Source: an optimization exercise on an open RTL-to-GDS flow (aim: small area, a short achievable clock period and few clock cycles per item). Production flows keep margins and buffers that such runs may drop.
RTL that was checked went through simulation tests only; none was proved equivalent to the original.
No functional check of the RTL was part of runs 5 and 6.
Power and IR drop assume default switching activity.

<file path="flow/design.v">
module qspi_lmx_xpose (
    input  wire        clk,
    input  wire        rst,
    input  wire        cfg_we,
    input  wire [4:0]  cfg_addr,
    input  wire [31:0] cfg_wdata,
    input  wire        start,
    output wire        busy,
    output reg         done,
    output reg  [14:0] xfer_len,
    output reg         warn_clamped,
    output reg         warn_mismatch,
    output reg         warn_all_empty,
    output reg         mem_req_valid,
    input  wire        mem_req_ready,
    output reg  [29:0] mem_req_addr,
    input  wire        mem_rsp_valid,
    input  wire [31:0] mem_rsp_data,
    output reg         out_valid,
    input  wire        out_ready,
    output reg  [31:0] out_data
);
    integer j, k;
    function ge15;
        input [14:0] a, b;
        reg g, l;
        integer i;
        begin
            g = 1'b0; l = 1'b0;
            for (i = 0; i < 15; i = i + 1) begin
                g = (a[i] & ~b[i]) | (~(~a[i] & b[i]) & g);
                l = (~a[i] & b[i]) | (~(a[i] & ~b[i]) & l);
            end
            ge15 = ~l;
        end
    endfunction
    reg [31:0] lane_ptr    [0:3];
    reg [31:0] lane_len    [0:3];
    reg [31:0] lane_pad    [0:3];
    reg [1:0]  lane_padlen [0:3];    
    reg [2:0]  lane_count;
    reg        busy_q;
    assign busy = busy_q;
    wire        wr_ok = cfg_we & ~busy_q & ~start;
    wire [31:0] wdat  = rst ? 32'd0 : cfg_wdata;
    wire [1:0]  wpl   = rst ? 2'd0  : cfg_wdata[1:0] - 2'd1;
    always @(posedge clk) begin
        for (j = 0; j < 4; j = j + 1) begin
            if (rst | (wr_ok & (cfg_addr == {1'b0, j[1:0], 2'd0}))) lane_ptr[j]    <= wdat;
            if (rst | (wr_ok & (cfg_addr == {1'b0, j[1:0], 2'd1}))) lane_len[j]    <= wdat;
            if (rst | (wr_ok & (cfg_addr == {1'b0, j[1:0], 2'd2}))) lane_pad[j]    <= wdat;
            if (rst | (wr_ok & (cfg_addr == {1'b0, j[1:0], 2'd3}))) lane_padlen[j] <= wpl;
        end
        if (rst | (wr_ok & (cfg_addr == 5'd16))) lane_count <= wdat[2:0];
    end
    reg [5:0]  ge_r;          
    reg [14:0] cu  [0:3];     
    wire [3:0] win = {~ge_r[2] & ~ge_r[4] & ~ge_r[5],
                      ~ge_r[1] & ~ge_r[3] &  ge_r[5],
                      ~ge_r[0] &  ge_r[3] &  ge_r[4],
                       ge_r[0] &  ge_r[1] &  ge_r[2]};
    wire [14:0] l_calc = ({15{win[0]}} & cuf[0]) | ({15{win[1]}} & cuf[1])
                       | ({15{win[2]}} & cuf[2]) | ({15{win[3]}} & cuf[3]);
    wire [1:0]  l_lo   = ({2{win[0]}} & culo_r[0]) | ({2{win[1]}} & culo_r[1])
                       | ({2{win[2]}} & culo_r[2]) | ({2{win[3]}} & culo_r[3]);
    reg [3:0]  used;
    reg [3:0]  over;
    reg [3:0]  el;            
    reg [14:0] cl  [0:3];     
    reg [14:0] clf [0:3];     
    reg [14:0] cuf [0:3];
    reg [3:0]  over_r;        
    reg [1:0]  eor [0:3];
    reg [1:0]  culo_r [0:3];
    reg [1:0]  eo  [0:3];     
    reg [1:0]  key [0:3];
    reg [1:0]  rank [0:3];
    reg [1:0]  nlast_c;
    reg [7:0]  perm_c;
    always @(*) begin
        used[0] = |lane_count;
        used[1] = lane_count[2] | lane_count[1];
        used[2] = lane_count[2] | (lane_count[1] & lane_count[0]);
        used[3] = lane_count[2];
        for (j = 0; j < 4; j = j + 1) begin
            over[j] = (|lane_len[j][31:15]) | (lane_len[j][14] & (|lane_len[j][13:0]));
            el[j]   = used[j] & (|lane_len[j]);
            cl[j]   = over[j] ? 15'd16384 : lane_len[j][14:0];
            cu[j]   = used[j] ? cl[j] : 15'd0;
            clf[j]  = over_r[j] ? 15'd16384 : lane_len[j][14:0];
            cuf[j]  = used[j] ? clf[j] : 15'd0;
            eo[j]   = lane_ptr[j][1:0] + cl[j][1:0];
            key[j]  = eor[j] - l_lo;
        end
        nlast_c = 2'd3;
        for (j = 0; j < 4; j = j + 1)
            if (~el[j]) nlast_c = nlast_c - 2'd1;
        for (j = 0; j < 4; j = j + 1) begin
            rank[j] = 2'd0;
            for (k = 0; k < 4; k = k + 1)
                if (k != j && el[k] && ((key[k] > key[j]) || ((key[k] == key[j]) && k < j)))
                    rank[j] = rank[j] + 2'd1;
        end
        perm_c = 8'd0;
        for (k = 0; k < 4; k = k + 1)
            for (j = 0; j < 4; j = j + 1)
                if (el[j] && rank[j] == k[1:0]) perm_c[2*k +: 2] = j[1:0];
    end
    reg [7:0]  perm;          
    reg [1:0]  nlast;
    always @(posedge clk) begin
        ge_r  <= {ge15(cu[2], cu[3]), ge15(cu[1], cu[3]), ge15(cu[1], cu[2]),
                  ge15(cu[0], cu[3]), ge15(cu[0], cu[2]), ge15(cu[0], cu[1])};
        nlast <= nlast_c;
        over_r <= over;
        for (j = 0; j < 4; j = j + 1)
            culo_r[j] <= cu[j][1:0];
        for (j = 0; j < 4; j = j + 1) begin
            eor[j]  <= eo[j];
        end
    end
    wire start_acc = start & ~busy_q;
    reg  init1, init2;        
    reg  init3;
    reg [14:0] ro;             
    reg [14:0] rm1;            
    reg [3:0]  idata;          
    reg [1:0]  ph [0:3];       
    reg [31:0] slot0 [0:3];
    reg [31:0] slot1 [0:3];
    reg [3:0]  sv0, sv1, swp, srp;
    reg [1:0]  bsel [0:3];
    reg [1:0]  alloc [0:3];    
    reg [7:0]  stash [0:3];    
    reg [3:0]  stv;            
    reg        scan_act;
    reg [15:0] sr;             
    reg        slast;          
    reg [1:0]  sl;
    reg [1:0]  slane;
    wire [1:0]  sl_nx   = (sl == nlast) ? 2'd0 : sl + 2'd1;
    wire [1:0]  lane_nx = perm[2*sl_nx +: 2];
    wire [15:0] sr_nx   = sr - 16'd4;
    reg  [14:0] pcur;
    wire [14:0] p_nx   = clf[lane_nx] + {13'd0, lane_ptr[lane_nx][1:0]};
    wire [14:0] p_sl   = clf[slane] + {13'd0, lane_ptr[slane][1:0]};
    wire [15:0] a_diff = {1'b0, pcur} - sr;
    wire [3:0]  a_top  = {sr[2], sr[2:0]} + {2'b00, a_diff[1:0]};
    wire        a_ok   = ~a_diff[15] & (~slast | (~a_top[3] & (a_top != 4'd0)));
    reg        b_v;
    reg [1:0]  b_lane;
    reg [12:0] b_d;
    wire [29:0] b_addr = lane_ptr[b_lane][31:2] + {17'd0, b_d};
    reg [1:0]  c_lane;
    reg [1:0]  tq [0:3];
    reg [1:0]  tw, tr;
    reg [2:0]  tcnt;
    wire c_acc  = mem_req_valid & mem_req_ready;
    reg  [3:0] room;
    always @(*) begin
        for (j = 0; j < 4; j = j + 1)
            room[j] = ~alloc[j][1] | (~alloc[j][0] & ~stv[j] & idata[j] & (bsel[j] == 2'd3));
    end
    wire b_go   = b_v & room[b_lane] & (~mem_req_valid | mem_req_ready)
                  & ((tcnt + {2'd0, mem_req_valid}) <= 3'd3);
    wire a_step = scan_act & ~init2 & (~b_v | b_go);
    wire [1:0] rsp_lane = tq[tr];
    reg  [3:0] early;
    always @(*) begin
        for (j = 0; j < 4; j = j + 1)
            early[j] = (swp[j] ? sv1[j] : sv0[j]) & ~pop[j];
    end
    reg [3:0]  hv;
    reg [3:0]  pop;
    reg [7:0]  lbyte [0:3];
    reg [7:0]  pbyte [0:3];
    reg [31:0] hw;
    reg        all_rdy;
    reg [31:0] wnext;
    always @(*) begin
        all_rdy = 1'b1;
        for (j = 0; j < 4; j = j + 1) begin
            hv[j]    = srp[j] ? sv1[j] : sv0[j];
            hw       = srp[j] ? slot1[j] : slot0[j];
            bsel[j]  = eor[j] - ro[1:0];
            pbyte[j] = lane_pad[j][8*ph[j] +: 8];
            if (idata[j] & ~hv[j]) all_rdy = 1'b0;
            lbyte[j] = hw[8*bsel[j] +: 8];
        end
        for (j = 0; j < 4; j = j + 1) begin
            if (~used[j])       lbyte[j] = pbyte[0];
            else if (~idata[j]) lbyte[j] = pbyte[j];
        end
        for (k = 0; k < 8; k = k + 1)
            for (j = 0; j < 4; j = j + 1)
                wnext[(3 - k/2) * 8 + (k%2)*4 + j] = lbyte[j][k];
    end
    wire ro_nz = |ro;
    wire load  = busy_q & ~init1 & ~init2 & ro_nz & all_rdy & (~out_valid | out_ready);
    always @(*) begin
        for (j = 0; j < 4; j = j + 1)
            pop[j] = load & idata[j] & ((bsel[j] == 2'd3) | ~(|rm1));
    end
    wire [14:0] rx     = init2 ? ro : rm1;
    wire        rx_upd = init2 | load;
    reg        mm_done;
    reg        mm_pass;
    reg [5:0]  mm_cnt;
    reg [3:0]  cmax, cmin;
    reg [2:0]  xh, yh;
    reg [1:0]  mcar;
    reg        mnz;
    wire [4:0] mm_idx = mm_pass ? mm_cnt[4:0] : ~mm_cnt[4:0];
    reg  [3:0] mb;
    always @(*) begin
        for (j = 0; j < 4; j = j + 1)
            mb[j] = lane_len[j][mm_idx];
    end
    wire       xk = ~mm_cnt[5] & (|(cmin & mb));
    wire       yk = ~mm_cnt[5] & (|(cmax & mb));
    wire [3:0] msum = {3'd0, yk} + {3'd0, yh[2]} - {3'd0, xh[0]} - {3'd0, xh[2]}
                    + {{2{mcar[1]}}, mcar};
    wire [1:0] mcar_n = msum[2:1];
    wire       mnz_n  = mnz | msum[0];
    wire fin = busy_q & ~init1 & ~init2 & mm_done & ~ro_nz & (~out_valid | out_ready);
    always @(posedge clk) begin
        if (rst) begin
            busy_q         <= 1'b0;
            done           <= 1'b0;
            xfer_len       <= 15'd0;
            warn_clamped   <= 1'b0;
            warn_mismatch  <= 1'b0;
            warn_all_empty <= 1'b0;
            ro             <= 15'd0;
            init1          <= 1'b0;
            init2          <= 1'b0;
            init3          <= 1'b0;
            out_valid      <= 1'b0;
            mem_req_valid  <= 1'b0;
            scan_act       <= 1'b0;
            b_v            <= 1'b0;
            tw             <= 2'd0;
            tr             <= 2'd0;
            tcnt           <= 3'd0;
            sv0            <= 4'd0;
            stv            <= 4'd0;
            sv1            <= 4'd0;
            swp            <= 4'd0;
            srp            <= 4'd0;
            mm_done        <= 1'b1;
            for (j = 0; j < 4; j = j + 1)
                alloc[j] <= 2'd0;
        end else begin
            done  <= fin;
            init1 <= start_acc;
            init2 <= init1;
            init3 <= init2;
            if (start_acc) begin
                busy_q  <= 1'b1;
                mm_done <= 1'b0;
            end else if (fin) begin
                busy_q  <= 1'b0;
            end
            if (init1) begin
                xfer_len       <= l_calc;
                ro             <= l_calc;
                warn_clamped   <= |(used & over);
                warn_all_empty <= (|lane_count) & ~(|el);
            end else if (load) begin
                ro             <= rm1;
            end
            if (init2)
                pcur     <= p_sl;
            if (init1) begin
                scan_act <= |l_calc;
                sr       <= {1'b0, l_calc};
                slast    <= ~(|l_calc[14:1]);
                sl       <= 2'd0;
                slane    <= perm_c[1:0];
                perm     <= perm_c;
            end else if (a_step) begin
                sl       <= sl_nx;
                slane    <= lane_nx;
                pcur     <= p_nx;
                if (sl == nlast) begin
                    if (slast) scan_act <= 1'b0;
                    sr    <= sr_nx;
                    slast <= sr_nx[15] | ~(|sr_nx[14:1]);
                end
            end
            if (a_step) begin
                b_v    <= a_ok;
                b_lane <= slane;
                b_d    <= a_diff[14:2];
            end else if (b_go) begin
                b_v    <= 1'b0;
            end
            if (b_go) begin
                mem_req_valid <= 1'b1;
                mem_req_addr  <= b_addr;
                c_lane        <= b_lane;
            end else if (c_acc) begin
                mem_req_valid <= 1'b0;
            end
            if (c_acc) begin
                tq[tw] <= c_lane;
                tw     <= tw + 2'd1;
            end
            if (mem_rsp_valid)
                tr <= tr + 2'd1;
            tcnt <= tcnt + {2'd0, c_acc} - {2'd0, mem_rsp_valid};
            for (j = 0; j < 4; j = j + 1) begin
                alloc[j] <= alloc[j] + {1'b0, b_go & (b_lane == j[1:0])} - {1'b0, pop[j]};
                if (mem_rsp_valid & (rsp_lane == j[1:0])) begin
                    swp[j] <= ~swp[j];
                    if (swp[j]) sv1[j] <= 1'b1; else sv0[j] <= 1'b1;
                    if (early[j]) stv[j] <= 1'b1;
                end
                if (pop[j]) begin
                    srp[j] <= ~srp[j];
                    stv[j] <= 1'b0;
                    if (~stv[j] & ~(mem_rsp_valid & (rsp_lane == j[1:0]) & (swp[j] == srp[j]))) begin
                        if (srp[j]) sv1[j] <= 1'b0; else sv0[j] <= 1'b0;
                    end
                end
            end
            if (load) begin
                out_valid <= 1'b1;
            end else if (out_ready) begin
                out_valid <= 1'b0;
            end
            if (start_acc) begin
                mm_pass <= 1'b0;
                mm_cnt  <= 6'd0;
                cmax    <= used;
                cmin    <= used;
                xh      <= 3'd0;
                yh      <= 3'd0;
                mcar    <= 2'd0;
                mnz     <= 1'b0;
            end else if (~mm_done) begin
                mm_cnt <= mm_cnt + 6'd1;
                if (~mm_pass) begin
                    if (|(cmax & mb))  cmax <= cmax & mb;
                    if (|(cmin & ~mb)) cmin <= cmin & ~mb;
                    if (mm_cnt == 6'd31) begin
                        mm_pass <= 1'b1;
                        mm_cnt  <= 6'd0;
                    end
                end else begin
                    xh   <= {xh[1:0], xk};
                    yh   <= {yh[1:0], yk};
                    mcar <= mcar_n;
                    mnz  <= mnz_n;
                    if (mm_cnt == 6'd35) begin
                        mm_done       <= 1'b1;
                        warn_mismatch <= ~mcar_n[1] & ((mcar_n != 2'd0) | mnz_n);
                    end
                end
            end
        end
    end
    always @(posedge clk) begin
        if (start_acc) begin
            for (j = 0; j < 4; j = j + 1) begin
                ph[j]    <= 2'd0;
                idata[j] <= 1'b0;
            end
        end else begin
            if (load)
                for (j = 0; j < 4; j = j + 1)
                    ph[j] <= (ph[j] == lane_padlen[j]) ? 2'd0 : ph[j] + 2'd1;
            for (j = 0; j < 4; j = j + 1)
                if (rx_upd & used[j] & (rx == clf[j])) idata[j] <= 1'b1;
        end
        if (init2)
            rm1 <= ro - 15'd1;
        else if (load)
            rm1 <= rm1 - 15'd1;
        if (load)
            out_data <= wnext;
        for (j = 0; j < 4; j = j + 1) begin
            if (mem_rsp_valid & (rsp_lane == j[1:0]) & ~swp[j]) slot0[j][23:0] <= mem_rsp_data[23:0];
            if (mem_rsp_valid & (rsp_lane == j[1:0]) &  swp[j]) slot1[j][23:0] <= mem_rsp_data[23:0];
            if (mem_rsp_valid & (rsp_lane == j[1:0]) & ~swp[j] & ~early[j]) slot0[j][31:24] <= mem_rsp_data[31:24];
            if (mem_rsp_valid & (rsp_lane == j[1:0]) &  swp[j] & ~early[j]) slot1[j][31:24] <= mem_rsp_data[31:24];
            if (mem_rsp_valid & (rsp_lane == j[1:0]) & early[j]) stash[j] <= mem_rsp_data[31:24];
            if (pop[j] & stv[j] & ~srp[j]) slot0[j][31:24] <= stash[j];
            if (pop[j] & stv[j] &  srp[j]) slot1[j][31:24] <= stash[j];
        end
    end
endmodule
</file>
<file path="flow/flow/run.sh">
#!/bin/bash
# Standard ORFS layout, with faster port buffers and timing repair aimed
# well below the clock period.
set -euo pipefail
bash standard.sh SETUP_SLACK_MARGIN=9 "BUFFER_PORTS_ARGS=-buffer_cell sky130_fd_sc_hd__buf_4" finish > flow_make.log 2>&1
</file>
<file path="flow/standard.sh">
#!/bin/bash
# synth_recipe.tcl (not shown) runs the flow's synth.tcl, then flattens the netlist and writes it again
# the make line also repeats each setting of config.mk as NAME=value (left out here)
make -C /OpenROAD-flow-scripts/flow DESIGN_CONFIG=/design/flow/config.mk WORK_HOME=/design/flow/orfs CLKGATE_MAP_FILE= SYNTH_SCRIPT=/design/flow/synth_recipe.tcl "${@:-finish}"
</file>
<file path="flow/config.mk">
export PLATFORM = sky130hd
export DESIGN_NAME = qspi_lmx_xpose
export DESIGN_NICKNAME = qspi_lmx_xpose
export VERILOG_FILES = /design/flow/design.v
export SDC_FILE = /design/flow/constraint.sdc
export NUM_CORES = 4
export LEC_CHECK = 0
export CAP_MARGIN = 20
export CORE_MARGIN = 2
export CORE_UTILIZATION = 60
export CTS_BUF_LIST = sky130_fd_sc_hd__clkbuf_4 sky130_fd_sc_hd__clkbuf_8
export CTS_CLUSTER_SIZE = 30
export SLEW_MARGIN = 20
</file>
<file path="flow/constraint.sdc">
create_clock -name core_clock -period 13.5 [get_ports {clk}]
set_input_delay 2.7000 -clock core_clock [delete_from_list [all_inputs] [get_ports {clk}]]
set_output_delay 2.7000 -clock core_clock [all_outputs]
set_load 0.01 [all_outputs]
</file>
==> flow_metrics.py, run 1 <==
metrics = {
    "routing": {
        "vias_per_cell": 6.52,
        "dr.pass1.iters": 6,
        "antenna_left": 0,
        "vias": 31700,
        "routed_wl_um": 140000,
        "first_iter_violations": 3935,
        "wire_per_inst_um": 28.7,
        "drc": 0,
    },
    "worst_setup_path": {
        "crit_arrival_ns": 5.16,
        "critPathKind": "reg2reg",
        "critPathBufInv": 0,
        "cp.required_ns": 14.25,
        "crit_path_end_kind": "flop",
        "critical-path-slowest-cell": "or4_4",
        "start_kind": "flop",
        "crit_family": "compound AO/OA/AOI/OAI gates",
        "crit_fanout": 15,
        "path_depth": 11,
        "path_cells": "nor4_2 > a41oi_2 > or4_4 > o21ai_1 > nand2_1 > a311oi_2 > o31ai_1 > a31oi_1 > o21ai_1 > a31oi_1 > maj3_1",
        "rrSetupSlack_ns": 9.09,
        "max_stage_delay_ns": 0.71,
        "r2r_cells": 11,
    },
    "timing": {
        "hold_viol_final": 0,
        "finalSetupViolations": 0,
        "fin_hold_ws_ns": 0.453,
        "relSlewSlack_pct": 18.5,
        "tns_ns": 0,
        "slew_violations": 0,
        "fin_skew_ns": 0.0612,
        "fmax_mhz": 227,
        "rsz0062_at_grt": "no",
        "tightestPinTransition_ns": 1.22,
        "fin_crit_ns": 4.41,
        "fin_crit_sh_pct": 32.7,
    },
    "placed_design": {
        "hpwl_um": 98600,
        "placed_cells": 4548,
        "portBuffers": 159,
        "routabilityCongestion": 1.02,
    },
    "clocking": {
        "cts_tree": "built",
        "cts_buffers": 156,
        "worstSkewPairLatency_ns": 0.85,
        "h-tree-depth": 4,
        "clock-sinks": 972,
        "cts_buffer_depth": 3,
        "cts-root-buf": "clkbuf_8",
        "clk_pin_slew_ns": 0.06,
        "cts_hold_buf": 0,
    },
    "global_route": {
        "grt_remaining_overflow": 0,
        "track_usage_pct": 35.5,
        "grt_pass1_vias": 31200,
        "grt_pass1_wl_um": 203000,
        "antenna_found_initial": 15,
        "grt_max_degree": 68,
    },
    "yosys": {
        "yosysSeqAreaShare_pct": 60.4,
        "ys.flop_type": "edfxtp_1",
        "synthesis.nets": 3610,
        "syn_area_mm2": 0.0464,
        "async_flop_share_pct": 0,
        "netlist_instances": 3446,
        "syn_area_per_cell_um2": 13.5,
        "ys_ff_latch": 972,
        "yosysWarnings": 22,
        "synth_edf_count": 853,
        "synth_cell_type_count": 85,
    },
    "floorplanning": {
        "pin_count": 160,
        "start_util_pct": 60.8,
        "row_count": 101,
        "core_mm2": 0.0762,
        "die_x_um": 282,
        "fp.dieH_um": 282,
        "die_area_mm2": 0.0795,
    },
    "finish": {
        "n_fill_cell": 5219,
        "nets": 3873,
        "final_layout_size_suffix_gt1_share_pct": 23.4,
        "syn2layout_area_growth_pct": 14.6,
        "multi_input_comb_area_mm2": 0.0178,
        "final_util_pct": 69.7,
        "layout_common_cells": "edfxtp_1, buf_4, nand2_1",
        "regArea_mm2": 0.0280,
        "final_common_cell": "edfxtp_1",
        "finalNonFillerCells": 4867,
    },
    "power": {
        "total_power_mw": 7.49,
        "p_per_area_mw_per_mm2": 141,
        "power_leakage_nw": 18.4,
        "ir_drop_v": 0.000115,
    },
    "hold_path": {
        "min_path_cells": 1,
        "worstHoldPathType": "reg2reg",
    },
    "job": {
        "drv_cap": 0,
    },
    "run_status": {
        "status": "timing/DRC/antenna clean",
    },
}
-- metal layers --
layer  global-route usage [%]  wire (um)  vias up  part of all wire (%)
li1                         -          -    13700                     -
met1                     47.6      52900    15700                    38
met2                     55.5      65000     1914                    47
met3                     7.31      13900      372                    10
met4                     18.3       7820       12                   5.6
met5                        0         79        -                 0.057
-- stage by stage --
stage          area (um^2)  setup slack [ns]
2_1_floorplan        46700              8.67
3_3_place_gp         49100              7.80
3_5_place_dp         49100              8.00
4_1_cts              52600              8.92
5_1_grt              53100              8.98
6_report             53100              9.09
-- repair_timing --
item,CTS,global route
endpoints found under the setup margin,78,107
buffers inserted,10,16
gates resized for setup,12,37
cloned,1,1
pin swaps,2,7
-- registers in the layout (all words and copies together), names as in the netlist, 16 cells and up, named ones only --
register / count
lane_pad: 128
lane_len: 128
slot0: 128
stash: 32
out_data: 32
lane_ptr: 128
slot1: 128
mem_req_addr: 30
sr: 16
-- final cells by class --
class,instances,area share (%)
inverter,136,0.975
clock inverter,62,0.956
antenna,1,0.00471
clock buffer,223,5.20
sequential,972,52.7
tap,1030,2.43
multi-input combinational,2170,33.5
timing repair buffer,273,4.26
-- cells in the mapped netlist, types with 68 or more instances --
master    instances  share of area [%]
a21oi_1         157                1.7
clkbuf_1        128                1.0
dfxtp_1         119                5.1
edfxtp_1        853                 55
ha_1             79                2.1
inv_1           132                1.1
mux2_2           68                1.7
mux2i_1          99                2.1
mux4_2          179                8.7
nand2_1         253                2.0
nor2_1          244                2.0
nor2b_1          86                1.2
o21ai_0         175                1.9
xnor2_1         149                2.8
-- report_power, final --
group          total, mW  switching, mW  internal [mW]
clock network       2.65           1.24           1.41
registers           3.67          0.169           3.51
logic               1.17          0.687          0.484
total               7.49           2.10           5.40
-- cell families (layout without fill, tap and decap cells) --
family / count (synthesis) / count (layout) / share of synthesized area [%]
compound gates: 595 / 595 / 8.13
xor+xnor: 215 / 215 / 4.06
fa+ha+maj: 93 / 93 / 2.63
buf+inv: 304 / 694 / 2.52
flops: 972 / 972 / 60.4
mux: 348 / 348 / 12.5
other cells: 0 / 1 / 0
simple gates: 919 / 919 / 9.72
-- path summary, 6_finish.rpt --
path | start | to
setup / recovery | lane_len[0][4]$_DFFE_PP_ | ge_r[2]$_DFF_P_
hold / removal | xfer_len[3]$_SDFFE_PP0P_ | xfer_len[3]$_SDFFE_PP0P_
setup reg to reg | lane_len[0][4]$_DFFE_PP_ | ge_r[2]$_DFF_P_
hold reg to reg | xfer_len[3]$_SDFFE_PP0P_ | xfer_len[3]$_SDFFE_PP0P_
Testbench counts, summed over its fixed seeds: cycles 9,555, items 7,883.
==> inputs of run 2 (changes only) <==
--- a/flow/config.mk
+++ b/flow/config.mk
@@ -7,7 +7,6 @@
 export LEC_CHECK = 0
 export CAP_MARGIN = 20
 export CORE_MARGIN = 2
-export CORE_UTILIZATION = 60
+export CORE_UTILIZATION = 50
 export CTS_BUF_LIST = sky130_fd_sc_hd__clkbuf_4 sky130_fd_sc_hd__clkbuf_8
-export CTS_CLUSTER_SIZE = 30
 export SLEW_MARGIN = 20
==> flow_metrics.py, run 2 <==
metrics = {
    "clocking": {
        "cts_tree": "built",
        "clk_pin_slew_ns": 0.06,
        "cts_hold_buf": 0,
        "cts_buffer_depth": 3,
        "clock-sinks": 972,
        "cts-root-buf": "clkbuf_8",
        "h-tree-depth": 4,
        "cts_buffers": 163,
        "worstSkewPairLatency_ns": 0.85,
    },
    "power": {
        "combPwrFrac_pct": 15.7,
        "total_power_mw": 7.45,
        "sw_frac_of_total_pct": 27.8,
        "p_per_area_mw_per_mm2": 140,
        "power_leakage_nw": 18.4,
        "ir_drop_v": 0.000107,
        "p_int_mw": 5.37,
        "power.switching_mw": 2.07,
        "p_clk_share_pct": 34.9,
        "share_seq_of_total_power_pct": 49.4,
    },
    "timing": {
        "fin_crit_sh_pct": 32.9,
        "slew_violations": 0,
        "fin_crit_ns": 4.45,
        "setup_ws_ns": 9.05,
        "hold_viol_final": 0,
        "relSlewSlack_pct": 10.3,
        "fmax_mhz": 225,
        "tightestPinTransition_ns": 1.33,
        "finalSetupViolations": 0,
        "tns_ns": 0,
        "rsz0062_at_grt": "yes",
        "fin_hold_ws_ns": 0.468,
        "fin_skew_ns": 0.0393,
    },
    "finish": {
        "multi_input_comb_area_mm2": 0.0178,
        "layout_common_cells": "edfxtp_1, buf_4, nand2_1",
        "final_cell_area_mm2": 0.0534,
        "nets": 3880,
        "syn2layout_area_growth_pct": 15.1,
        "regArea_mm2": 0.0280,
        "final_util_pct": 58.1,
        "finalNonFillerCells": 5098,
        "final_common_cell": "edfxtp_1",
        "final_layout_size_suffix_gt1_share_pct": 23.5,
        "n_fill_cell": 7444,
    },
    "global_route": {
        "grt_pass1_vias": 30900,
        "grt_remaining_overflow": 0,
        "grt_pass1_wl_um": 212000,
        "antenna_found_initial": 10,
        "grt_max_degree": 71,
        "track_usage_pct": 31.1,
    },
    "yosys": {
        "yosysWarnings": 22,
        "synthTopCellsByCount": "edfxtp_1, nand2_1, nor2_1, mux4_2, o21ai_0",
        "synth_largest_area_cell": "edfxtp_1",
        "synthesis.nets": 3610,
        "syn_area_mm2": 0.0464,
        "ys_ff_latch": 972,
        "ys.flop_type": "edfxtp_1",
        "synth_top_cell_area_share_pct": 55.3,
        "synth_cell_type_count": 85,
        "yosysSeqAreaShare_pct": 60.4,
        "async_flop_share_pct": 0,
        "synth.most_common_cell": "edfxtp_1",
        "synth_edf_count": 853,
        "synthTopCellsByArea": "edfxtp_1, mux4_2, dfxtp_1, xnor2_1, mux2i_1",
        "syn_area_per_cell_um2": 13.5,
        "netlist_instances": 3446,
    },
    "floorplanning": {
        "die_x_um": 308,
        "row_count": 111,
        "pin_count": 160,
        "fp.dieH_um": 308,
        "start_util_pct": 50.5,
        "core_mm2": 0.0918,
        "die_area_mm2": 0.0952,
    },
    "worst_setup_path": {
        "crit_arrival_ns": 4.92,
        "cp.required_ns": 13.97,
        "start_kind": "input pin",
        "path_cells": "buf_4 > nand2b_1 > nand4_1 > a211oi_2 > inv_1 > nand2_1 > nand3_1 > o21ai_4",
        "max_stage_delay_ns": 0.58,
        "critical-path-slowest-cell": "o21ai_4",
        "crit_family": "compound AO/OA/AOI/OAI gates",
        "critPathBufInv": 2,
        "critPathKind": "in2reg",
        "crit_fanout": 15,
        "crit_path_end_kind": "flop",
        "rrSetupSlack_ns": 9.07,
    },
    "routing": {
        "wire_per_inst_um": 29.0,
        "wl_met2_um": 69900,
        "routed_wl_um": 148000,
        "antenna_left": 0,
        "dr.pass1.iters": 7,
        "first_iter_violations": 3492,
        "route.met3.wl_um": 12200,
        "drc": 0,
        "drt-met1-wl_um": 59600,
        "highest_layer": "met5",
        "vias": 31300,
        "vias_per_cell": 6.13,
    },
    "run_status": {
        "status": "timing/DRC/antenna clean",
    },
    "placed_design": {
        "place_ws_ns": 7.81,
        "routabilityCongestion": 0.971,
        "placed_cells": 4765,
        "hpwl_um": 104000,
        "placedInstanceArea_mm2": 0.0495,
        "portBuffers": 159,
    },
    "hold_path": {
        "worstHoldPathType": "reg2reg",
    },
    "job": {
        "drv_cap": 0,
    },
}
==> run 2: layout make-up <==
type / count / share of cell area [%]
Sequential cell: 972 / 52.5
Clock buffer: 236 / 5.43
Tap cell: 1243 / 2.91
Antenna cell: 5 / 0.0234
Timing Repair Buffer: 273 / 4.21
Inverter: 136 / 0.971
Clock inverter: 63 / 0.654
Multi-Input combinational cell: 2170 / 33.3
==> run 2: power by group through the flow <==
stage	Sequential, mW	Clock [mW]	Combinational [mW]
2_1_floorplan	3.64	0	0.754
3_3_place_gp	3.73	0	1.09
3_5_place_dp	3.73	0	1.12
4_1_cts	3.67	2.66	1.14
5_1_grt	3.69	2.79	1.25
6_report	3.68	2.60	1.17
==> run 2: routing by layer <==
layer | vias to the layer above | GRT usage, %
li1 | 13700 | -
met1 | 15800 | 41.3
met2 | 1447 | 50.0
met3 | 274 | 6.70
met4 | 10 | 12.4
met5 | - | 0
==> run 2: cell families (layout without fill, tap and decap cells) <==
| kind of cell | after synthesis | count (layout) | synth area share, % |
|---|---|---|---|
| other cells | 0 | 5 | 0 |
| buf+inv | 304 | 708 | 2.52 |
| flops | 972 | 972 | 60.4 |
| fa+ha+maj | 93 | 93 | 2.63 |
| compound gates | 595 | 595 | 8.13 |
| mux | 348 | 348 | 12.5 |
| xor+xnor | 215 | 215 | 4.06 |
| simple gates | 919 | 919 | 9.72 |
==> run 2: worst paths after layout <==
path / from / cells after the start / endpoint
setup / recovery: mem_req_ready / 8 / sr[12]$_DFFE_PP_
hold / removal: xfer_len[3]$_SDFFE_PP0P_ / 1 / xfer_len[3]$_SDFFE_PP0P_
setup reg to reg: mm_cnt[0]$_SDFFCE_PP0P_ / 15 / warn_mismatch$_SDFFE_PP0P_
hold reg to reg: xfer_len[3]$_SDFFE_PP0P_ / 1 / xfer_len[3]$_SDFFE_PP0P_
==> run 2: timing repair <==
item	in CTS	in global routing
endpoints found under the setup margin	76	60
pin swaps	2	7
cloned	1	1
gates resized for setup	14	28
buffers inserted	14	9
==> run 2: worst reg2reg max path, stage by stage (launching register included) <==
cell and delay, ns:
edfxtp_1 0.47, buf_6 0.17, xor2_4 0.25, buf_12 0.18, buf_12 0.13, mux4_2 0.48, mux4_2 0.56, mux2i_4 0.23
nor2b_4 0.08, nor4_4 0.33, nor2_2 0.09, fa_2 0.34, inv_2 0.06, fa_1 0.44, a2111o_1 0.43, a21oi_1 0.13
==> inputs of run 3 (changes only) <==
--- a/flow/config.mk
+++ b/flow/config.mk
@@ -5,8 +5,9 @@
 export SDC_FILE = /design/flow/constraint.sdc
 export NUM_CORES = 4
 export LEC_CHECK = 0
-export CAP_MARGIN = 20
+export CAP_MARGIN = 5
 export CORE_MARGIN = 2
-export CORE_UTILIZATION = 50
+export CORE_UTILIZATION = 60
 export CTS_BUF_LIST = sky130_fd_sc_hd__clkbuf_4 sky130_fd_sc_hd__clkbuf_8
-export SLEW_MARGIN = 20
+export CTS_CLUSTER_SIZE = 30
+export SLEW_MARGIN = 5
==> flow_metrics.py, run 3 <==
metrics = {
    "yosys": {
        "synth.most_common_cell": "edfxtp_1",
        "yosysWarnings": 22,
        "synthTopCellsByArea": "edfxtp_1, mux4_2, dfxtp_1, xnor2_1, mux2i_1",
        "netlist_instances": 3446,
        "ys_ff_latch": 972,
        "yosysSeqAreaShare_pct": 60.4,
        "synth_edf_count": 853,
        "syn_area_per_cell_um2": 13.5,
        "synth_top_cell_area_share_pct": 55.3,
        "synthesis.nets": 3610,
        "syn_area_mm2": 0.0464,
        "synthTopCellsByCount": "edfxtp_1, nand2_1, nor2_1, mux4_2, o21ai_0",
        "synth_cell_type_count": 85,
        "async_flop_share_pct": 0,
        "synth_largest_area_cell": "edfxtp_1",
        "ys.flop_type": "edfxtp_1",
    },
    "clocking": {
        "clk_pin_slew_ns": 0.06,
        "cts_tree": "built",
        "h-tree-depth": 4,
        "cts-root-buf": "clkbuf_8",
        "clock-sinks": 972,
        "cts_buffers": 153,
        "cts_buffer_depth": 3,
        "worstSkewPairLatency_ns": 0.84,
    },
    "timing": {
        "fmax_mhz": 226,
        "setup_ws_ns": 9.08,
        "rsz0062_at_grt": "no",
        "fin_crit_ns": 4.42,
        "tns_ns": 0,
        "relSlewSlack_pct": 8.48,
        "fin_skew_ns": 0.0520,
        "fin_crit_sh_pct": 32.7,
        "hold_viol_final": 0,
        "finalSetupViolations": 0,
        "tightestPinTransition_ns": 1.37,
        "slew_violations": 0,
    },
    "worst_setup_path": {
        "cp.required_ns": 14.25,
        "r2r-end": "warn_mismatch$_SDFFE_PP0P_",
        "rrSetupSlack_ns": 9.08,
        "crit_path_end_kind": "flop",
        "crit_arrival_ns": 5.17,
        "critPathKind": "reg2reg",
        "crit_fanout": 8,
        "r2r_cells": 15,
        "start_kind": "flop",
        "r2r_start": "mm_pass$_SDFFCE_PP0P_",
    },
    "finish": {
        "regArea_mm2": 0.0280,
        "layout_common_cells": "edfxtp_1, buf_4, nand2_1",
        "nets": 3859,
        "final_common_cell": "edfxtp_1",
        "syn2layout_area_growth_pct": 13.7,
        "n_fill_cell": 5268,
        "final_layout_size_suffix_gt1_share_pct": 22.5,
        "multi_input_comb_area_mm2": 0.0177,
    },
    "floorplanning": {
        "start_util_pct": 60.8,
        "fp.dieH_um": 282,
        "core_mm2": 0.0762,
        "die_x_um": 282,
        "pin_count": 160,
        "die_area_mm2": 0.0795,
        "row_count": 101,
    },
    "placed_design": {
        "hpwl_um": 98600,
        "portBuffers": 159,
        "routabilityCongestion": 1.02,
        "place_ws_ns": 7.57,
    },
    "run_status": {
        "status": "timing/DRC/antenna clean",
    },
    "global_route": {
        "antenna_found_initial": 12,
        "track_usage_pct": 35.3,
        "grt_remaining_overflow": 0,
        "grt_pass1_wl_um": 203000,
        "grt_pass1_vias": 31100,
        "grt_max_degree": 68,
    },
    "routing": {
        "drc": 0,
        "dr.pass1.iters": 6,
        "antenna_left": 0,
        "wire_per_inst_um": 28.6,
        "first_iter_violations": 3866,
        "vias_per_cell": 6.52,
        "vias": 31600,
        "routed_wl_um": 139000,
    },
    "hold_path": {
        "min_from": "xfer_len[3]$_SDFFE_PP0P_",
        "min_to": "xfer_len[3]$_SDFFE_PP0P_",
        "min_path_cells": 1,
        "worstHoldPathType": "reg2reg",
    },
    "power": {
        "ir_drop_v": 0.000108,
        "p_per_area_mw_per_mm2": 140,
        "power_leakage_nw": 18.2,
    },
    "job": {
        "drv_cap": 0,
    },
}
==> run 3: report_power, final <==
group	leakage, nW	internal [mW]	switching, mW	total, mW
Combinational	7.57	0.476	0.685	1.16
Clock	1.64	1.35	1.20	2.55
Sequential	8.97	3.51	0.167	3.67
Total	18.2	5.33	2.05	7.38
==> run 3: logic make-up (layout without fill, tap and decap cells) <==
family | count (synthesis) | in the layout | share of synthesized area (%)
flops | 972 | 972 | 60.4
simple gates | 919 | 919 | 9.72
compound gates | 595 | 595 | 8.13
mux | 348 | 348 | 12.5
buf+inv | 304 | 674 | 2.52
xor+xnor | 215 | 215 | 4.06
fa+ha+maj | 93 | 93 | 2.63
other cells | 0 | 1 | 0
==> run 3: per-layer routing <==
metal	vias up	share of wire (%)	GRT usage, %
met5	-	0.037	0
met2	1880	47	56.3
li1	13600	-	-
met4	8	4.9	16.4
met1	15700	38	47.3
met3	347	9.9	6.97
==> run 3: cell type report <==
type | instances | share of cell area (%)
sequential | 972 | 53.1
multi-input combinational | 2170 | 33.6
clock buffer | 211 | 4.93
timing repair buffer | 262 | 3.91
tap | 1030 | 2.45
clock inverter | 65 | 0.983
inverter | 136 | 0.983
antenna | 1 | 0.00475
==> run 3: stage by stage <==
| step | instance area [um^2] | cells | power [mW] | util, % | hold WS, ns |
|---|---|---|---|---|---|
| floorplan | 46700 | 3446 | 4.39 | - | 0.424 |
| global placement | 49100 | 4547 | 4.79 | 64.5 | 0.440 |
| detailed placement | 49100 | 4547 | 4.83 | 64.5 | 0.445 |
| CTS | 52400 | 4832 | 7.37 | 68.7 | 0.459 |
| global route | 52700 | 4847 | 7.63 | 69.1 | 0.482 |
| finish | 52700 | 4847 | 7.38 | 69.1 | 0.452 |
==> run 3: timing repair <==
action / CTS / global route
cloned: 0 / 2
endpoints found under the setup margin: 212 / 102
gates resized for setup: 15 / 35
pin swaps: 2 / 2
hold buffers: 0 / 0
setup buffers: 9 / 12
==> run 3: worst max-delay path by stage <==
stage	cells past startpoint	start	slack, ns	end
5_1_grt	15	mm_pass$_SDFFCE_PP0P_	8.96	warn_mismatch$_SDFFE_PP0P_
3_5_place_dp	5	out_ready	7.57	stash[3][4]$_DFFE_PP_
6_report	15	mm_pass$_SDFFCE_PP0P_	9.08	warn_mismatch$_SDFFE_PP0P_
4_1_cts	6	rst	8.91	b_lane[0]$_DFFE_PP_
3_3_place_gp	5	out_ready	7.80	stash[3][2]$_DFFE_PP_
2_1_floorplan	2	cfg_addr[3]	8.67	lane_ptr[1][0]$_DFFE_PP_
==> run 3: critical path: stages (launching register included) <==
cell	delay [ns]
edfxtp_1	0.47
buf_6	0.18
xor2_4	0.25
clkbuf_16	0.22
buf_4	0.11
mux4_2	0.48
mux4_2	0.55
mux2i_4	0.21
nor2b_1	0.13
nor4_4	0.27
nor2_2	0.07
fa_1	0.38
inv_1	0.07
fa_1	0.44
a2111o_1	0.38
a21oi_1	0.13
==> inputs of run 4 (changes only) <==
==> flow/flow/run.sh (replaced) <==
#!/bin/bash
# Standard ORFS layout, with faster port buffers and timing repair aimed
# well below the clock period.
set -euo pipefail
bash standard.sh SETUP_SLACK_MARGIN=8.5 "BUFFER_PORTS_ARGS=-buffer_cell sky130_fd_sc_hd__buf_4" finish > flow_make.log 2>&1
--- a/flow/config.mk
+++ b/flow/config.mk
@@ -5,9 +5,9 @@
 export SDC_FILE = /design/flow/constraint.sdc
 export NUM_CORES = 4
 export LEC_CHECK = 0
-export CAP_MARGIN = 5
+export CAP_MARGIN = 20
 export CORE_MARGIN = 2
 export CORE_UTILIZATION = 60
 export CTS_BUF_LIST = sky130_fd_sc_hd__clkbuf_4 sky130_fd_sc_hd__clkbuf_8
 export CTS_CLUSTER_SIZE = 30
-export SLEW_MARGIN = 5
+export SLEW_MARGIN = 20
==> flow_metrics.py, run 4 <==
metrics = {
    "run_status": {
        "status": "timing/DRC/antenna clean",
    },
    "floorplanning": {
        "die_x_um": 282,
        "start_util_pct": 60.8,
        "pin_count": 160,
        "core_mm2": 0.0762,
        "fp.dieH_um": 282,
        "die_area_mm2": 0.0795,
        "row_count": 101,
    },
    "power": {
        "ir_drop_v": 0.000127,
        "power_leakage_nw": 18.1,
        "combPwrFrac_pct": 15.0,
        "sw_frac_of_total_pct": 27.8,
        "p_per_area_mw_per_mm2": 141,
        "share_seq_of_total_power_pct": 49.6,
        "power.switching_mw": 2.06,
        "p_clk_share_pct": 35.3,
        "total_power_mw": 7.40,
        "p_int_mw": 5.34,
    },
    "clocking": {
        "cts-root-buf": "clkbuf_8",
        "cts_buffer_depth": 3,
        "cts_tree": "built",
        "h-tree-depth": 4,
        "cts_buffers": 155,
        "clk_pin_slew_ns": 0.06,
        "worstSkewPairLatency_ns": 0.87,
        "clock-sinks": 972,
    },
    "worst_setup_path": {
        "crit_fanout": 16,
        "cp.required_ns": 14.27,
        "crit_arrival_ns": 5.39,
        "critPathKind": "reg2reg",
        "crit_path_end_kind": "flop",
        "start_kind": "flop",
    },
    "placed_design": {
        "hpwl_um": 97700,
        "placedInstanceArea_mm2": 0.0491,
        "placed_cells": 4550,
        "routabilityCongestion": 1.01,
        "portBuffers": 159,
    },
    "yosys": {
        "ys.flop_type": "edfxtp_1",
        "synthesis.nets": 3610,
        "syn_area_per_cell_um2": 13.5,
        "ys_ff_latch": 972,
        "netlist_instances": 3446,
        "async_flop_share_pct": 0,
        "synth_edf_count": 853,
        "synth_top_cell_area_share_pct": 55.3,
        "synth.most_common_cell": "edfxtp_1",
        "synth_cell_type_count": 85,
        "synthTopCellsByCount": "edfxtp_1, nand2_1, nor2_1, mux4_2, o21ai_0",
        "synthTopCellsByArea": "edfxtp_1, mux4_2, dfxtp_1, xnor2_1, mux2i_1",
        "yosysSeqAreaShare_pct": 60.4,
        "synth_largest_area_cell": "edfxtp_1",
        "yosysWarnings": 22,
        "syn_area_mm2": 0.0464,
    },
    "finish": {
        "final_layout_size_suffix_gt1_share_pct": 21.7,
        "final_common_cell": "edfxtp_1",
        "final_cell_area_mm2": 0.0525,
        "finalNonFillerCells": 4840,
        "nets": 3846,
        "syn2layout_area_growth_pct": 13.2,
        "layout_common_cells": "edfxtp_1, nand2_1, buf_4",
    },
    "global_route": {
        "grt_pass1_vias": 30600,
        "track_usage_pct": 34.9,
        "grt_pass1_wl_um": 200000,
        "grt_max_degree": 68,
        "antenna_found_initial": 16,
        "grt_remaining_overflow": 0,
    },
    "job": {
        "drv_cap": 0,
    },
    "routing": {
        "wire_per_inst_um": 28.5,
        "first_iter_violations": 4097,
        "routed_wl_um": 138000,
        "vias": 31300,
        "antenna_left": 0,
        "drc": 0,
        "dr.pass1.iters": 6,
        "vias_per_cell": 6.47,
    },
    "timing": {
        "rsz0062_at_grt": "no",
        "tns_ns": 0,
        "slew_violations": 0,
        "hold_viol_final": 0,
        "tightestPinTransition_ns": 1.17,
        "fmax_mhz": 216,
        "fin_crit_ns": 4.62,
        "fin_skew_ns": 0.0780,
        "relSlewSlack_pct": 21.4,
        "finalSetupViolations": 0,
        "fin_crit_sh_pct": 34.2,
    },
    "hold_path": {
        "worstHoldPathType": "reg2reg",
    },
}
## run 4: cell counts after synthesis
Identical to the previous run, type by type.
## run 4: path summary, 6_finish.rpt
path	from	endpoint	slack [ns]	depth (start not counted)
setup / recovery	mm_cnt[0]$_SDFFCE_PP0P_	warn_mismatch$_SDFFE_PP0P_	8.88	13
hold / removal	xfer_len[12]$_SDFFE_PP0P_	xfer_len[12]$_SDFFE_PP0P_	0.46	1
setup reg to reg	mm_cnt[0]$_SDFFCE_PP0P_	warn_mismatch$_SDFFE_PP0P_	8.88	13
hold reg to reg	xfer_len[12]$_SDFFE_PP0P_	xfer_len[12]$_SDFFE_PP0P_	0.46	1
## run 4: power groups by stage
stage | Clock [mW] | Combinational (mW) | Sequential [mW]
floorplan | 0 | 0.747 | 3.64
global placement | 0 | 1.06 | 3.72
detailed placement | 0 | 1.09 | 3.73
CTS | 2.64 | 1.10 | 3.67
global route | 2.76 | 1.19 | 3.69
finish | 2.61 | 1.11 | 3.67
## run 4: layout make-up
class | count | area, um^2
diodes | 4 | 10.0
clock buffers | 214 | 2590
clock inverters | 67 | 649
fillers | 5226 | 23700
inverters | 136 | 510
multi-input cells | 2170 | 17500
flip-flops and latches | 972 | 28000
well taps | 1030 | 1290
repair buffers | 247 | 1880
## run 4: cells by family (layout without fill, tap and decap cells)
family,after synthesis,count (layout),synth area share [%]
flops,972,972,60.4
simple gates,919,919,9.72
compound gates,595,595,8.13
mux,348,348,12.5
buf+inv,304,664,2.52
xor+xnor,215,215,4.06
fa+ha+maj,93,93,2.63
other cells,0,4,0
## run 4: repair_timing
action	CTS	global route
hold buffers	0	0
resized for setup	0	8
setup buffers	0	5
setup endpoints to repair	0	11
## run 4: through the flow
step,utilization [%],hold WS [ns],setup WS (ns)
2_1_floorplan,-,0.421,8.07
3_3_place_gp,64.4,0.439,7.84
3_5_place_dp,64.4,0.446,8.15
4_1_cts,68.7,0.459,8.51
5_1_grt,68.9,0.485,8.52
6_report,68.9,0.456,8.88
## run 4: worst max-delay path: stages, from the launching register on
cell and delay [ns]:
edfxtp_1 0.51, xnor2_2 0.23, buf_4 0.35, mux4_2 0.59
mux4_2 0.48, mux2i_1 0.32, nor2b_1 0.13, nor4_2 0.38
nor2_1 0.13, fa_1 0.40, inv_1 0.07, fa_1 0.44
a2111o_1 0.38, a21oi_1 0.13
## run 4: metal layers
metal | vias to the layer above | GRT usage (%) | share of wire [%]
li1 | 13600 | - | -
met3 | 313 | 8.10 | 9.8
met4 | 14 | 15.5 | 4.5
met5 | - | 0 | 0.059
met2 | 1746 | 55.7 | 48
met1 | 15700 | 46.2 | 38
==> inputs of run 5 (changes only) <==
--- a/flow/design.v
+++ b/flow/design.v
@@ -133,6 +133,7 @@
     reg [1:0]  alloc [0:3];    
     reg [7:0]  stash [0:3];    
     reg [3:0]  stv;            
+    reg [3:0]  snp;            
     reg        scan_act;
     reg [15:0] sr;             
     reg        slast;          
@@ -168,7 +169,7 @@
     reg  [3:0] early;
     always @(*) begin
         for (j = 0; j < 4; j = j + 1)
-            early[j] = (swp[j] ? sv1[j] : sv0[j]) & ~pop[j];
+            early[j] = swp[j] ? sv1[j] : sv0[j];
     end
     reg [3:0]  hv;
     reg [3:0]  pop;
@@ -311,14 +312,19 @@
             tcnt <= tcnt + {2'd0, c_acc} - {2'd0, mem_rsp_valid};
             for (j = 0; j < 4; j = j + 1) begin
                 alloc[j] <= alloc[j] + {1'b0, b_go & (b_lane == j[1:0])} - {1'b0, pop[j]};
+                if (stv[j] & ~snp[j])
+                    stv[j] <= 1'b0;
                 if (mem_rsp_valid & (rsp_lane == j[1:0])) begin
                     swp[j] <= ~swp[j];
                     if (swp[j]) sv1[j] <= 1'b1; else sv0[j] <= 1'b1;
-                    if (early[j]) stv[j] <= 1'b1;
+                    if (early[j]) begin
+                        stv[j] <= 1'b1;
+                        snp[j] <= ~pop[j];
+                    end
                 end
                 if (pop[j]) begin
                     srp[j] <= ~srp[j];
-                    stv[j] <= 1'b0;
+                    if (stv[j]) snp[j] <= 1'b0;
                     if (~stv[j] & ~(mem_rsp_valid & (rsp_lane == j[1:0]) & (swp[j] == srp[j]))) begin
                         if (srp[j]) sv1[j] <= 1'b0; else sv0[j] <= 1'b0;
                     end
@@ -385,8 +391,8 @@
             if (mem_rsp_valid & (rsp_lane == j[1:0]) & ~swp[j] & ~early[j]) slot0[j][31:24] <= mem_rsp_data[31:24];
             if (mem_rsp_valid & (rsp_lane == j[1:0]) &  swp[j] & ~early[j]) slot1[j][31:24] <= mem_rsp_data[31:24];
             if (mem_rsp_valid & (rsp_lane == j[1:0]) & early[j]) stash[j] <= mem_rsp_data[31:24];
-            if (pop[j] & stv[j] & ~srp[j]) slot0[j][31:24] <= stash[j];
-            if (pop[j] & stv[j] &  srp[j]) slot1[j][31:24] <= stash[j];
+            if (stv[j] & ~snp[j] &  srp[j]) slot0[j][31:24] <= stash[j];
+            if (stv[j] & ~snp[j] & ~srp[j]) slot1[j][31:24] <= stash[j];
         end
     end
 endmodule
==> flow/flow/run.sh (replaced) <==
#!/bin/bash
# Standard ORFS layout, with faster port buffers and timing repair aimed
# well below the clock period.
set -euo pipefail
bash standard.sh SETUP_SLACK_MARGIN=9 "BUFFER_PORTS_ARGS=-buffer_cell sky130_fd_sc_hd__buf_4" finish > flow_make.log 2>&1
==> flow_metrics.py, run 5 <==
metrics = {
    "run_status": {
        "status": "timing/DRC/antenna clean",
    },
    "global_route": {
        "track_usage_pct": 36.4,
        "grt_max_degree": 70,
        "grt_remaining_overflow": 0,
        "antenna_found_initial": 7,
        "grt_pass1_vias": 31600,
        "grt_pass1_wl_um": 211000,
    },
    "worst_setup_path": {
        "r2r-end": "warn_mismatch$_SDFFE_PP0P_",
        "crit_path_end_kind": "flop",
        "critPathKind": "reg2reg",
        "r2r_start": "mm_pass$_SDFFCE_PP0P_",
        "rrSetupSlack_ns": 8.99,
        "crit_fanout": 8,
        "crit_arrival_ns": 5.25,
        "r2r_cells": 14,
        "cp.required_ns": 14.24,
        "start_kind": "flop",
    },
    "timing": {
        "hold_viol_final": 0,
        "tns_ns": 0,
        "rsz0062_at_grt": "yes",
        "slew_violations": 0,
        "relSlewSlack_pct": 13.6,
        "fin_skew_ns": 0.0723,
        "tightestPinTransition_ns": 1.29,
        "fin_crit_sh_pct": 33.4,
        "fmax_mhz": 222,
        "setup_ws_ns": 8.99,
        "finalSetupViolations": 0,
        "fin_crit_ns": 4.51,
        "fin_hold_ws_ns": 0.457,
    },
    "yosys": {
        "synth_cell_type_count": 98,
        "yosysSeqAreaShare_pct": 60.1,
        "syn_area_per_cell_um2": 13.5,
        "synthTopCellsByArea": "edfxtp_1, mux4_2, dfxtp_1, xnor2_1, ha_1",
        "synth_largest_area_cell": "edfxtp_1",
        "synthTopCellsByCount": "edfxtp_1, nand2_1, nor2_1, mux4_2, o21ai_0",
        "ys.flop_type": "edfxtp_1",
        "netlist_instances": 3454,
        "synth.most_common_cell": "edfxtp_1",
        "ys_ff_latch": 976,
        "synth_top_cell_area_share_pct": 55.0,
        "yosysWarnings": 22,
        "async_flop_share_pct": 0,
        "synth_edf_count": 857,
        "synthesis.nets": 3618,
        "syn_area_mm2": 0.0468,
    },
    "hold_path": {
        "min_from": "xfer_len[12]$_SDFFE_PP0P_",
        "min_path_cells": 1,
        "worstHoldPathType": "reg2reg",
        "min_to": "xfer_len[12]$_SDFFE_PP0P_",
    },
    "clocking": {
        "cts_hold_buf": 0,
        "worstSkewPairLatency_ns": 0.86,
        "h-tree-depth": 4,
        "cts_tree": "built",
        "cts_buffers": 156,
        "clk_pin_slew_ns": 0.06,
        "cts-root-buf": "clkbuf_8",
        "clock-sinks": 976,
        "cts_buffer_depth": 3,
    },
    "power": {
        "ir_drop_v": 0.000169,
        "combPwrFrac_pct": 15.6,
        "power_leakage_nw": 18.3,
        "p_per_area_mw_per_mm2": 142,
        "p_int_mw": 5.45,
        "sw_frac_of_total_pct": 27.8,
        "share_seq_of_total_power_pct": 49.0,
        "total_power_mw": 7.55,
        "power.switching_mw": 2.10,
        "p_clk_share_pct": 35.3,
    },
    "floorplanning": {
        "die_x_um": 283,
        "pin_count": 160,
        "core_mm2": 0.0773,
        "start_util_pct": 60.5,
        "fp.dieH_um": 283,
        "row_count": 102,
        "die_area_mm2": 0.0802,
    },
    "finish": {
        "final_util_pct": 68.7,
        "n_fill_cell": 5295,
        "nets": 3863,
        "final_cell_area_mm2": 0.0531,
        "final_common_cell": "edfxtp_1",
        "finalNonFillerCells": 4870,
        "final_layout_size_suffix_gt1_share_pct": 22.3,
        "regArea_mm2": 0.0281,
        "multi_input_comb_area_mm2": 0.0179,
        "layout_common_cells": "edfxtp_1, nand2_1, buf_4",
        "syn2layout_area_growth_pct": 13.6,
    },
    "placed_design": {
        "placedInstanceArea_mm2": 0.0495,
        "hpwl_um": 102000,
        "placed_cells": 4560,
        "place_ws_ns": 8.20,
        "routabilityCongestion": 1.06,
        "portBuffers": 159,
    },
    "routing": {
        "antenna_left": 0,
        "vias_per_cell": 6.59,
        "wire_per_inst_um": 30.3,
        "routed_wl_um": 147000,
        "drc": 0,
        "dr.pass1.iters": 7,
        "first_iter_violations": 4099,
        "vias": 32100,
    },
    "job": {
        "drv_cap": 0,
    },
}
==> run 5: changes by cell type in the layout (fill, tap and decap cells not counted), sizes merged, moves of 9 or more <==
cell and change:
buf +9, a21oi -32, clkbuf -14, o31ai -9, nor2b +13, xnor2 -13
nand2b -15, clkinv +12, o22ai -13, nand4 +13, nor2 -11, o211ai +18
nand2 +11
==> run 5: layout make-up <==
type | instances | area share, %
clock inverter | 90 | 1.49
multi-input combinational | 2174 | 33.6
antenna | 2 | 0.00942
tap | 1040 | 2.45
inverter | 132 | 0.932
sequential | 976 | 52.9
clock buffer | 197 | 4.71
timing repair buffer | 259 | 3.87
==> run 5: power groups by stage <==
| stage | registers, mW | logic (mW) | clock network, mW |
|---|---|---|---|
| floorplan | 3.65 | 0.776 | 0 |
| global placement | 3.74 | 1.09 | 0 |
| detailed placement | 3.75 | 1.12 | 0 |
| CTS | 3.69 | 1.13 | 2.69 |
| global route | 3.71 | 1.26 | 2.82 |
| finish | 3.70 | 1.18 | 2.67 |
==> run 5: how the worst max path moves through the flow <==
| stage | startpoint | endpoint | slack [ns] | cells past startpoint |
|---|---|---|---|---|
| 2_1_floorplan | cfg_addr[3] | lane_ptr[1][0]$_DFFE_PP_ | 8.67 | 2 |
| 3_3_place_gp | mem_req_ready | pcur[14]$_DFFE_PN_ | 8.23 | 10 |
| 3_5_place_dp | mem_req_ready | pcur[14]$_DFFE_PN_ | 8.20 | 9 |
| 4_1_cts | mm_cnt[0]$_SDFFCE_PP0P_ | warn_mismatch$_SDFFE_PP0P_ | 8.87 | 13 |
| 5_1_grt | mm_pass$_SDFFCE_PP0P_ | warn_mismatch$_SDFFE_PP0P_ | 8.88 | 16 |
| 6_report | mm_pass$_SDFFCE_PP0P_ | warn_mismatch$_SDFFE_PP0P_ | 8.99 | 14 |
==> run 5: what timing repair did <==
action	CTS	global route
pin swaps	0	3
endpoints found under the hold margin	0	0
setup endpoints to repair	9	25
cloned	0	3
gates resized for setup	7	28
setup buffers	2	16
==> run 5: cell families (layout without fill, tap and decap cells) <==
logic type / after synthesis / in the layout / synth area share [%]
other: 0 / 2 / 0
AOI/OAI and AO/OA: 592 / 592 / 8.22
buffers and inverters: 304 / 678 / 2.61
DFF: 976 / 976 / 60.1
and+or+nand+nor: 929 / 929 / 9.86
muxes: 351 / 351 / 12.6
xor gates and xnor gates: 206 / 206 / 3.98
adders and majority gates: 96 / 96 / 2.67
==> run 5: layer usage <==
layer  wire length, um  share of wire, %  track usage (%)  vias up
met5                28             0.019                0        -
met4              8800               6.0             19.6        4
met3             13800               9.4             7.38      412
met2             70500                48             58.7     1896
met1             54200                37             46.7    16100
li1                  -                 -                -    13700
==> run 5: worst max-delay path, stage by stage (launching register included) <==
cell and delay, ns:
edfxtp_1 0.42, buf_12 0.17, xnor2_4 0.27, buf_12 0.19, mux4_2 0.51, mux4_2 0.54
mux2i_4 0.24, nor2b_1 0.16, nor4_4 0.40, nor2_1 0.11, fa_1 0.40, inv_1 0.08
fa_1 0.43, a2111o_1 0.38, a21oi_1 0.15
==> inputs of run 6 (changes only) <==
--- a/flow/design.v
+++ b/flow/design.v
@@ -123,8 +123,9 @@
     reg  init1, init2;        
     reg  init3;
     reg [14:0] ro;             
-    reg [14:0] rm1;            
+    reg [3:0]  idr;            
     reg [3:0]  idata;          
+    wire       ro_one;
     reg [1:0]  ph [0:3];       
     reg [31:0] slot0 [0:3];
     reg [31:0] slot1 [0:3];
@@ -200,10 +201,13 @@
     wire load  = busy_q & ~init1 & ~init2 & ro_nz & all_rdy & (~out_valid | out_ready);
     always @(*) begin
         for (j = 0; j < 4; j = j + 1)
-            pop[j] = load & idata[j] & ((bsel[j] == 2'd3) | ~(|rm1));
+            pop[j] = load & idata[j] & ((bsel[j] == 2'd3) | ro_one);
+    end
+    assign ro_one = (ro == 15'd1);
+    always @(*) begin
+        for (j = 0; j < 4; j = j + 1)
+            idata[j] = idr[j] | (used[j] & (ro == clf[j]));
     end
-    wire [14:0] rx     = init2 ? ro : rm1;
-    wire        rx_upd = init2 | load;
     reg        mm_done;
     reg        mm_pass;
     reg [5:0]  mm_cnt;
@@ -268,7 +272,7 @@
                 warn_clamped   <= |(used & over);
                 warn_all_empty <= (|lane_count) & ~(|el);
             end else if (load) begin
-                ro             <= rm1;
+                ro             <= ro - 15'd1;
             end
             if (init2)
                 pcur     <= p_sl;
@@ -370,19 +374,14 @@
         if (start_acc) begin
             for (j = 0; j < 4; j = j + 1) begin
                 ph[j]    <= 2'd0;
-                idata[j] <= 1'b0;
+                idr[j]   <= 1'b0;
+            end
+        end else if (load) begin
+            for (j = 0; j < 4; j = j + 1) begin
+                ph[j]  <= (ph[j] == lane_padlen[j]) ? 2'd0 : ph[j] + 2'd1;
+                idr[j] <= idata[j];
             end
-        end else begin
-            if (load)
-                for (j = 0; j < 4; j = j + 1)
-                    ph[j] <= (ph[j] == lane_padlen[j]) ? 2'd0 : ph[j] + 2'd1;
-            for (j = 0; j < 4; j = j + 1)
-                if (rx_upd & used[j] & (rx == clf[j])) idata[j] <= 1'b1;
         end
-        if (init2)
-            rm1 <= ro - 15'd1;
-        else if (load)
-            rm1 <= rm1 - 15'd1;
         if (load)
             out_data <= wnext;
         for (j = 0; j < 4; j = j + 1) begin
==> flow_metrics.py, run 6 <==
metrics = {
    "timing": {
        "fin_crit_ns": 4.46,
        "rsz0062_at_grt": "no",
        "fin_hold_ws_ns": 0.468,
        "fmax_mhz": 224,
        "hold_viol_final": 0,
        "slew_violations": 0,
        "fin_crit_sh_pct": 33.1,
        "relSlewSlack_pct": 19.5,
        "finalSetupViolations": 0,
        "fin_skew_ns": 0.0699,
        "tns_ns": 0,
        "tightestPinTransition_ns": 1.20,
    },
    "routing": {
        "antenna_left": 0,
        "dr.pass1.iters": 8,
        "routed_wl_um": 149000,
        "drc": 0,
        "vias_per_cell": 6.70,
        "vias": 33200,
        "first_iter_violations": 4457,
        "wire_per_inst_um": 30.1,
    },
    "placed_design": {
        "placed_cells": 4612,
        "hpwl_um": 103000,
        "portBuffers": 159,
        "routabilityCongestion": 0.989,
    },
    "yosys": {
        "synthTopCellsByCount": "edfxtp_1, nand2_1, nor2_1, mux4_2, o21ai_0",
        "synth_cell_type_count": 98,
        "netlist_instances": 3526,
        "ys_ff_latch": 961,
        "ys.flop_type": "edfxtp_1",
        "synth_edf_count": 842,
        "async_flop_share_pct": 0,
        "synth.most_common_cell": "edfxtp_1",
        "synth_top_cell_area_share_pct": 54.1,
        "synth_largest_area_cell": "edfxtp_1",
        "syn_area_per_cell_um2": 13.3,
        "yosysWarnings": 22,
        "synthesis.nets": 3691,
        "syn_area_mm2": 0.0467,
        "yosysSeqAreaShare_pct": 59.2,
        "synthTopCellsByArea": "edfxtp_1, mux4_2, dfxtp_1, xnor2_1, ha_1",
    },
    "clocking": {
        "cts_buffers": 157,
        "clk_pin_slew_ns": 0.06,
        "cts_tree": "built",
        "cts_buffer_depth": 3,
        "clock-sinks": 961,
        "h-tree-depth": 4,
        "cts-root-buf": "clkbuf_8",
        "cts_hold_buf": 0,
        "worstSkewPairLatency_ns": 0.86,
    },
    "global_route": {
        "grt_pass1_wl_um": 215000,
        "top_usage_layer": "met2",
        "met1_usage_pct": 49.3,
        "antenna_found_initial": 3,
        "grt_remaining_overflow": 0,
        "met3_usage_pct": 7.42,
        "track_usage_pct": 36.8,
        "grt_pass1_vias": 32600,
        "grt_max_degree": 68,
        "use_met2_pct": 58.4,
    },
    "hold_path": {
        "worstHoldPathType": "reg2reg",
    },
    "floorplanning": {
        "core_mm2": 0.0773,
        "die_area_mm2": 0.0801,
        "pin_count": 160,
        "die_x_um": 283,
        "start_util_pct": 60.4,
        "row_count": 102,
        "fp.dieH_um": 283,
    },
    "finish": {
        "syn2layout_area_growth_pct": 14.8,
        "nets": 3954,
        "final_common_cell": "edfxtp_1",
        "final_layout_size_suffix_gt1_share_pct": 24.2,
        "finalNonFillerCells": 4960,
        "layout_common_cells": "edfxtp_1, buf_4, nand2_1",
    },
    "run_status": {
        "status": "timing/DRC/antenna clean",
    },
    "worst_setup_path": {
        "max_stage_delay_ns": 0.73,
        "path_cells": "buf_4",
        "critPathBufInv": 1,
        "crit_fanout": 5,
        "start_kind": "flop",
        "critical-path-slowest-cell": "dfxtp_1",
        "cp.required_ns": 10.80,
        "critPathKind": "reg2out",
        "crit_arrival_ns": 1.76,
        "crit_family": "flip-flops",
        "crit_path_end_kind": "output pin",
        "rrSetupSlack_ns": 9.04,
    },
    "power": {
        "ir_drop_v": 0.000137,
        "p_per_area_mw_per_mm2": 159,
        "power_leakage_nw": 18.9,
    },
    "job": {
        "drv_cap": 0,
    },
}
run 6: metrics by stage:
stage                     cell area (um^2)  util [%]  total power, mW  worst slack, ns
after floorplan                      47000         -             4.98             8.67
final                                53600      69.4             8.54             9.04
after global placement               49400      63.8             5.68             7.54
after detailed placement             49400      63.8             5.73             7.49
after CTS                            53100      68.6             8.44             8.94
after global routing                 53600      69.4             8.81             8.95
run 6: metal layers:
metal,wire length [um],vias up,part of all wire [%]
li1,-,14000,-
met1,56000,16700,37
met2,70400,2148,47
met3,15600,374,10
met4,7360,0,4.9
met5,0,-,0
run 6: path summary, 6_finish.rpt:
check | startpoint | to | cells past startpoint
min | xfer_len[8]$_SDFFE_PP0P_ | xfer_len[8]$_SDFFE_PP0P_ | 1
min reg2reg | xfer_len[8]$_SDFFE_PP0P_ | xfer_len[8]$_SDFFE_PP0P_ | 1
max reg2reg | mm_pass$_SDFFCE_PP0P_ | warn_mismatch$_SDFFE_PP0P_ | 15
max | busy_q$_SDFFE_PP0P_ | busy | 1
run 6: timing repair:
action	in CTS	in global routing
setup buffers	19	32
pin swaps	5	7
gates cloned	2	2
gates resized for setup	28	35
endpoints found under the setup margin	135	77
run 6: power by group:
part | switching [mW] | total (mW) | internal [mW] | leakage (nW)
logic | 1.23 | 2.05 | 0.824 | 8.25
clock network | 1.26 | 2.68 | 1.42 | 1.76
registers | 0.285 | 3.81 | 3.53 | 8.87
run 6: logic make-up after synthesis:
| kind of cell | after synthesis | synth area share [%] |
|---|---|---|
| buffers and inverters | 360 | 3.17 |
| DFF | 961 | 59.2 |
| xor gates and xnor gates | 167 | 3.15 |
| muxes | 339 | 12.3 |
| AOI/OAI and AO/OA | 683 | 9.78 |
| and+or+nand+nor | 925 | 9.77 |
| adders and majority gates | 91 | 2.57 |
run 6: final cells by class:
cell class,count,area (um^2)
timing repair buffer,316,2640
fill,5358,23700
tap,1040,1300
clock buffer,218,2680
antenna,1,2.50
inverter,147,584
sequential,961,27700
multi-input combinational,2206,18100
clock inverter,71,652
run 6: worst register-to-register path, delay by kind of cell, from the launching register on:
family,cells,cell delay [ns]
mux,3,1.31
fa+ha+maj,2,0.81
compound gates,2,0.59
buf+inv,4,0.54
simple gates,3,0.52
flops,1,0.40
xor+xnor,1,0.22

## what the ideal ports hide
How much do the figures lean on ideal ports? The routed layouts below were timed once more, with nothing changed but the port constraints.
Step 1 (the two cells are an assumption about what drives the block):
set clk [get_ports {clk}]
set_driving_cell -lib_cell sky130_fd_sc_hd__clkbuf_16 $clk
set_driving_cell -lib_cell sky130_fd_sc_hd__buf_2 [delete_from_list [all_inputs] $clk]
Step 2, shift: input delay + t, output delay - t, t = (earliest + latest rising clock arrival at the registers) / 2. This alone moves slack from input paths to output paths.
Slacks: ideal / step 1 / step 2; pairs: ideal / step 1.
| run | t, ns | slack for setup (ns) | worst hold slack (ns) | worst setup path at the end | worst register clock-pin slew, ns |
|---|---|---|---|---|---|
| run 1 | 0.885 | 9.092 / 9.092 / 8.293 | 0.453 / 0.453 / 0.453 | input to register | 0.07 / 0.07 |
| run 2 | 0.896 | 9.054 / 9.007 / 8.200 | 0.468 / 0.468 / 0.468 | input to register | 0.07 / 0.07 |
| run 3 | 0.876 | 9.081 / 9.081 / 8.276 | 0.452 / 0.452 / 0.452 | input to register | 0.07 / 0.07 |
| run 4 | 0.904 | 8.877 / 8.869 / 8.185 | 0.456 / 0.456 / 0.456 | input to register | 0.07 / 0.07 |
| run 5 | 0.886 | 8.986 / 8.986 / 8.304 | 0.457 / 0.457 / 0.457 | input to register | 0.08 / 0.08 |
| run 6 | 0.887 | 9.036 / 8.971 / 8.302 | 0.468 / 0.468 / 0.468 | input to register | 0.07 / 0.07 |
After both steps every run listed still meets setup and hold. For run 2, which loses most, drivers alone change the setup slack by -0.047 ns; drivers and shift together by -0.854 ns.
